What follows belongs to an exercise in optimizing a design on an open flow for small area, a short achievable clock period and few clock cycles per item; a production flow would make more cautious choices.
RTL that was checked went through simulation tests only; none was proved equivalent to the original.
Power is estimated from default activity; no workload was simulated.

==> flow/design.v <==
module qsearch_mb (
    input  wire        clk,
    input  wire        rst,         
    input  wire        in_valid,
    output wire        in_ready,
    input  wire [15:0] in_coef,     
    input  wire        in_mode,     
    output wire        out_valid,
    input  wire        out_ready,
    output wire [3:0]  out_qno,     
    output wire        out_fit,     
    output wire [11:0] out_cost,    
    output wire [11:0] out_cls      
);
    reg         rdy;               
    reg         v0;
    reg  [15:0] c0;
    reg         m0;
    assign in_ready = rdy;
    always @(posedge clk) begin
        v0 <= in_valid && rdy && !rst;
        c0 <= in_coef;
        m0 <= in_mode;
    end
    reg  [5:0]  cnt;               
    reg  [2:0]  blk;
    reg         bmode;
    reg         g11, g23, g35;     
    reg  [2:0]  ucat [0:12];       
    reg         dc1;               
    reg         f1;                
    reg         e1;                
    reg  [2:0]  blke;              
    reg         eob2;              
    localparam [16*13-1:0] ROWS = {
        16'h5544,    
        16'h5443,    
        16'h2111,    
        16'h1111,    
        16'h4433,    
        16'h4332,    
        16'h3322,    
        16'h3221,    
        16'h2211,    
        16'h2110,    
        16'h1100,    
        16'h1000,    
        16'h0000     
    };
    wire        neg  = c0[15];
    wire [15:0] y    = c0 ^ {16{neg}};
    wire        ac0  = v0 && (cnt != 6'd0);
    wire        md   = (cnt == 6'd0) ? m0 : bmode;
    wire [1:0]  zone = md ? cnt[1:0] : cnt[5:4];
    function ge(input [15:0] yy, input nn, input [15:0] t);
        ge = (yy >= t) || (nn && yy == t - 16'd1);
    endfunction
    localparam [2:0] C_Z = 3'd0, C_A1 = 3'd1, C_A2 = 3'd3, C_A3 = 3'd2,
                     C_A4 = 3'd6, C_BAD = 3'd7, C_NOP = 3'd4;
    function [2:0] cat_of(input [15:0] yy, input nn, input [2:0] s);
        begin
            if (ge(yy, nn, 16'd256 << s))     cat_of = C_BAD;
            else if (ge(yy, nn, 16'd4 << s)) cat_of = C_A4;
            else if (ge(yy, nn, 16'd3 << s)) cat_of = C_A3;
            else if (ge(yy, nn, 16'd2 << s)) cat_of = C_A2;
            else if (ge(yy, nn, 16'd1 << s)) cat_of = C_A1;
            else                             cat_of = C_Z;
        end
    endfunction
    wire [2:0]  cat_s [0:5];
    genvar sg;
    generate
        for (sg = 0; sg < 6; sg = sg + 1) begin : shs
            assign cat_s[sg] = cat_of(y, neg, sg);
        end
    endgenerate
    integer k;
    always @(posedge clk) begin
        if (rst) begin
            cnt  <= 6'd0;
            blk  <= 3'd0;
            e1   <= 1'b0;
            eob2 <= 1'b0;
        end else begin
            if (v0) begin
                cnt <= cnt + 6'd1;
                if (cnt == 6'd63) blk <= (blk == 3'd5) ? 3'd0 : blk + 3'd1;
            end
            e1   <= v0 && (cnt == 6'd63);
            eob2 <= e1;
        end
        if (v0 && cnt == 6'd0) bmode <= m0;
        if (v0 && cnt == 6'd1) begin
            g11 <= ge(y, neg, 16'd12);
            g23 <= ge(y, neg, 16'd24);
            g35 <= ge(y, neg, 16'd36);
        end else if (ac0) begin
            g11 <= g11 | ge(y, neg, 16'd12);
            g23 <= g23 | ge(y, neg, 16'd24);
            g35 <= g35 | ge(y, neg, 16'd36);
        end
        if (v0 && cnt == 6'd63) blke <= blk;
        for (k = 0; k < 13; k = k + 1)
            ucat[k] <= ac0 ? cat_s[ROWS[16*k + 4*zone +: 3]] : C_NOP;
        dc1   <= v0 && (cnt == 6'd0);
        f1    <= v0 && (cnt == 6'd1);
    end
    wire [6:0]  u_acc [0:12];
    wire        u_ovf [0:12];
    genvar u;
    generate
        for (u = 0; u < 13; u = u + 1) begin : unit
            reg  [6:0] acc;
            reg  [1:0] run;        
            reg        ovf;        
            reg  [2:0] c;
            reg  [4:0] tok;
            reg  [1:0] run_n;
            reg        bad;
            wire [6:0] base = {acc[6:5] & {2{!f1}}, acc[4:0]};
            wire       ovfb = !f1 && ovf;
            wire [7:0] sum;
            wire [5:0] cy;
            assign cy[0] = 1'b0;
            genvar b;
            for (b = 0; b < 5; b = b + 1) begin : rc
                assign sum[b]  = base[b] ^ tok[b] ^ cy[b];
                assign cy[b+1] = (base[b] & tok[b]) | (cy[b] & (base[b] ^ tok[b]));
            end
            wire [2:0] hi1 = {1'b0, base[6:5]} + 3'd1;
            assign sum[7:5] = cy[5] ? hi1 : {1'b0, base[6:5]};
            always @(*) begin
                c     = ucat[u];
                tok   = 5'd0;
                run_n = 2'd0;
                bad   = 1'b0;
                case (c)
                    C_Z: run_n = (run == 2'd3) ? 2'd3 : run + 2'd1;
                    C_A1: case (run)
                              2'd0: tok = 5'd3;  2'd1: tok = 5'd5;
                              2'd2: tok = 5'd6;  default: tok = 5'd16;
                          endcase
                    C_A2: case (run)
                              2'd0: tok = 5'd4;  2'd1: tok = 5'd11;
                              default: tok = 5'd17;
                          endcase
                    C_A3: case (run)
                              2'd0: tok = 5'd5;  2'd1: tok = 5'd12;
                              default: tok = 5'd18;
                          endcase
                    C_A4: case (run)
                              2'd0: tok = 5'd16; 2'd1: tok = 5'd23;
                              default: tok = 5'd29;
                          endcase
                    C_BAD: bad = 1'b1;
                    default: run_n = run;
                endcase
            end
            always @(posedge clk) begin
                acc <= {sum[6:5], sum[4:0] | {5{dc1}}};
                run <= dc1 ? 2'd0 : run_n;
                ovf <= ovfb | sum[7] | bad;
            end
            assign u_acc[u] = acc;
            assign u_ovf[u] = ovf;
        end
    endgenerate
    localparam [4*9-1:0] CQ = {4'd1, 4'd3, 4'd5, 4'd7, 4'd9, 4'd11, 4'd13, 4'd14, 4'd15};
    localparam [4*9-1:0] CN = {4'd8, 4'd7, 4'd6, 4'd5, 4'd4, 4'd3, 4'd2, 4'd1, 4'd0};
    localparam [4*9-1:0] CC = {4'd12, 4'd11, 4'd8, 4'd7, 4'd6, 4'd5, 4'd4, 4'd10, 4'd9};
    reg  [9:0]  tot [0:8];
    reg  [8:0]  fit;
    reg  [11:0] cls;
    reg  [11:0] cls_o;             
    reg         pend;              
    reg         eob3;              
    reg         sel_cl, sel_nl;    
    reg         sel_ch, sel_nh;    
    wire [1:0]  bcls   = g35 ? 2'd3 : g23 ? 2'd2 : g11 ? 2'd1 : 2'd0;
    wire        chroma = blke[2];
    reg         r1;                
    reg         ofree;             
    reg         taken;             
    wire        tinit  = taken || r1;      
    genvar n;
    generate
        for (n = 0; n < 9; n = n + 1) begin : cand
            wire [6:0] an  = u_acc[CN[4*n +: 4]];
            wire [6:0] ac  = u_acc[CC[4*n +: 4]];
            wire [4:0] alo = ({5{sel_cl}} & ac[4:0]) | ({5{sel_nl}} & an[4:0]);
            wire [1:0] ahi = ({2{sel_ch}} & ac[6:5]) | ({2{sel_nh}} & an[6:5]);
            wire       bad = (sel_ch && (u_ovf[CC[4*n +: 4]] || (chroma && ac[6] && ac[5]))) ||
                             (sel_nh && (u_ovf[CN[4*n +: 4]] || (chroma && an[6] && an[5])));
            reg        cs;
            wire [4:0] slo, shi;
            wire [5:0] cl, ch;
            wire [4:0] bhi = {3'd0, ahi};
            assign cl[0] = 1'b0;
            assign ch[0] = cs;
            genvar b;
            for (b = 0; b < 5; b = b + 1) begin : rc
                assign slo[b]   = tot[n][b] ^ alo[b] ^ cl[b];
                assign cl[b+1]  = (tot[n][b] & alo[b]) | (cl[b] & (tot[n][b] ^ alo[b]));
                assign shi[b]   = tot[n][5+b] ^ bhi[b] ^ ch[b];
                assign ch[b+1]  = (tot[n][5+b] & bhi[b]) | (ch[b] & (tot[n][5+b] ^ bhi[b]));
            end
            always @(posedge clk) begin
                cs <= cl[5];
                if (tinit) begin
                    tot[n] <= 10'd862;
                    fit[n] <= 1'b1;
                end else begin
                    tot[n] <= {shi, slo};
                    fit[n] <= fit[n] && !bad;
                end
            end
        end
    endgenerate
    reg         ov;
    reg  [3:0]  r_qno;
    reg         r_fit;
    reg  [9:0]  r_cost;
    reg  [3:0]  s_qno;
    reg  [9:0]  s_cost;
    integer j;
    always @(*) begin
        s_qno  = 4'd0;
        s_cost = 10'd0;
        for (j = 8; j >= 0; j = j - 1)
            if (fit[j]) begin
                s_qno  = CQ[4*j +: 4];
                s_cost = tot[j];
            end
    end
    always @(posedge clk) begin
        if (eob2) cls[2*blke +: 2] <= bcls;
        r1 <= rst;
        eob3 <= eob2 && !rst;
        sel_cl <= e1 && g35 && !rst;
        sel_nl <= e1 && !g35 && !rst;
        sel_ch <= sel_cl && !rst;
        sel_nh <= sel_nl && !rst;
        cls_o  <= cls;
        r_qno  <= s_qno;
        r_fit  <= |fit;
        r_cost <= s_cost;
        taken  <= ov && out_ready && !rst;
        if (rst) begin
            pend  <= 1'b0;
            ov    <= 1'b0;
            ofree <= 1'b1;
            rdy   <= 1'b1;
        end else begin
            if (eob3 && blke == 3'd5) pend <= 1'b1;
            else if (ofree)           pend <= 1'b0;
            ov    <= ov ? !out_ready : pend;
            ofree <= ofree ? !pend : out_ready;
            rdy   <= !((pend || !ofree) && (blk == 3'd0) && (cnt[5:2] == 4'b1111));
        end
    end
    assign out_valid = ov;
    assign out_qno   = r_qno;
    assign out_fit   = r_fit;
    assign out_cost  = {2'd0, r_cost};
    assign out_cls   = cls_o;
endmodule
clock: 12.5 ns
lec_check: 0
cap_margin: 30
core_margin: 2
core_utilization: 60
cts_cluster_diameter: 120
cts_cluster_size: 24
slew_margin: 50
synth_memory_max_bits: 8192
buffer_ports_args: -buffer_cell sky130_fd_sc_hd__buf_2
standard.sh (not shown) runs the stock make flow with config.mk's settings and CLKGATE_MAP_FILE= SYNTH_SCRIPT=/design/flow/synth_recipe.tcl, a recipe that flattens the netlist after the stock synthesis.
==> flow/flow/run.sh <==
#!/bin/bash
# Standard layout, with the port buffers made of plain buffers
# (sky130_fd_sc_hd__buf_2) instead of the delay buffers buffer_ports picks.
set -euo pipefail
echo 'export BUFFER_PORTS_ARGS = -buffer_cell sky130_fd_sc_hd__buf_2' >> "$FLOW_CONFIG"
bash standard.sh > standard.log 2>&1
Testbench counts at the start, summed over its fixed seeds: cycles 49,200, mbs 128.
==> next run, changes <==
--- a/flow/design.v
+++ b/flow/design.v
@@ -116,9 +116,9 @@
             reg  [2:0] c;
             reg  [4:0] tok;
             reg  [1:0] run_n;
             reg        bad;
-            wire [6:0] base = {acc[6:5] & {2{!f1}}, acc[4:0]};
+            wire [6:0] base = f1 ? 7'd31 : acc;
             wire       ovfb = !f1 && ovf;
             wire [7:0] sum;
             wire [5:0] cy;
             assign cy[0] = 1'b0;
@@ -156,9 +156,9 @@
                     default: run_n = run;
                 endcase
             end
             always @(posedge clk) begin
-                acc <= {sum[6:5], sum[4:0] | {5{dc1}}};
+                acc <= sum[6:0];
                 run <= dc1 ? 2'd0 : run_n;
                 ovf <= ovfb | sum[7] | bad;
             end
             assign u_acc[u] = acc;
@@ -170,19 +170,18 @@
     localparam [4*9-1:0] CC = {4'd12, 4'd11, 4'd8, 4'd7, 4'd6, 4'd5, 4'd4, 4'd10, 4'd9};
     reg  [9:0]  tot [0:8];
     reg  [8:0]  fit;
     reg  [11:0] cls;
-    reg  [11:0] cls_o;             
     reg         pend;              
     reg         eob3;              
     reg         sel_cl, sel_nl;    
     reg         sel_ch, sel_nh;    
     wire [1:0]  bcls   = g35 ? 2'd3 : g23 ? 2'd2 : g11 ? 2'd1 : 2'd0;
     wire        chroma = blke[2];
     reg         r1;                
     reg         ofree;             
-    reg         taken;             
-    wire        tinit  = taken || r1;      
+    wire        cap    = pend && ofree;    
+    wire        tinit  = cap || r1;        
     genvar n;
     generate
         for (n = 0; n < 9; n = n + 1) begin : cand
             wire [6:0] an  = u_acc[CN[4*n +: 4]];
@@ -239,13 +238,13 @@
         sel_cl <= e1 && g35 && !rst;
         sel_nl <= e1 && !g35 && !rst;
         sel_ch <= sel_cl && !rst;
         sel_nh <= sel_nl && !rst;
-        cls_o  <= cls;
-        r_qno  <= s_qno;
-        r_fit  <= |fit;
-        r_cost <= s_cost;
-        taken  <= ov && out_ready && !rst;
+        if (cap) begin
+            r_qno  <= s_qno;
+            r_fit  <= |fit;
+            r_cost <= s_cost;
+        end
         if (rst) begin
             pend  <= 1'b0;
             ov    <= 1'b0;
             ofree <= 1'b1;
@@ -261,6 +260,6 @@
     assign out_valid = ov;
     assign out_qno   = r_qno;
     assign out_fit   = r_fit;
     assign out_cost  = {2'd0, r_cost};
-    assign out_cls   = cls_o;
+    assign out_cls   = cls;
 endmodule
=>
- The new run went through all stages and came out clean
- non-clock buffer count is lower by 1
- die area decreases by 1.0%
- worst setup slack gets worse by 0.080 ns
- hold slack gains 0.054 ns
- total power went up by 5.1%
- cell area decreases by 1.2%
- first-iteration DRC count went down by 29%
- area after synthesis decreases by 1.0%
- wire length shrinks by 4.1%
- count of clock-buffer cells in the layout does not change
- register-to-register slack improved by 0.04 ns
- sequential power came out higher by about 5%
- critical path depth is unchanged
Only the layout flow was run in the second run of this note; the RTL was not checked for function there.

what the ideal ports hide:
In the flow no input, the clock included, has a driving cell. The finished layouts below were timed again as built, in two steps. Step 1 assumes that a clkbuf_16 drives the clock port and a buf_2 every other input. Step 2 adds t to the input delays and takes it off the output delays; t is the mean of the earliest and latest rising clock arrival at the registers after step 1. Input paths then give back, and output paths get back, about the clock's delay inside the block. Slacks: ideal / step 1 / step 2; pairs: ideal / step 1.
run	shift t [ns]	setup slack, ns	worst setup path at the end
the first run	0.577	8.976 / 8.920 / 9.118	register to register
the second run	0.570	8.895 / 8.843 / 9.157	register to register
After both steps setup and hold are still met in every run listed.
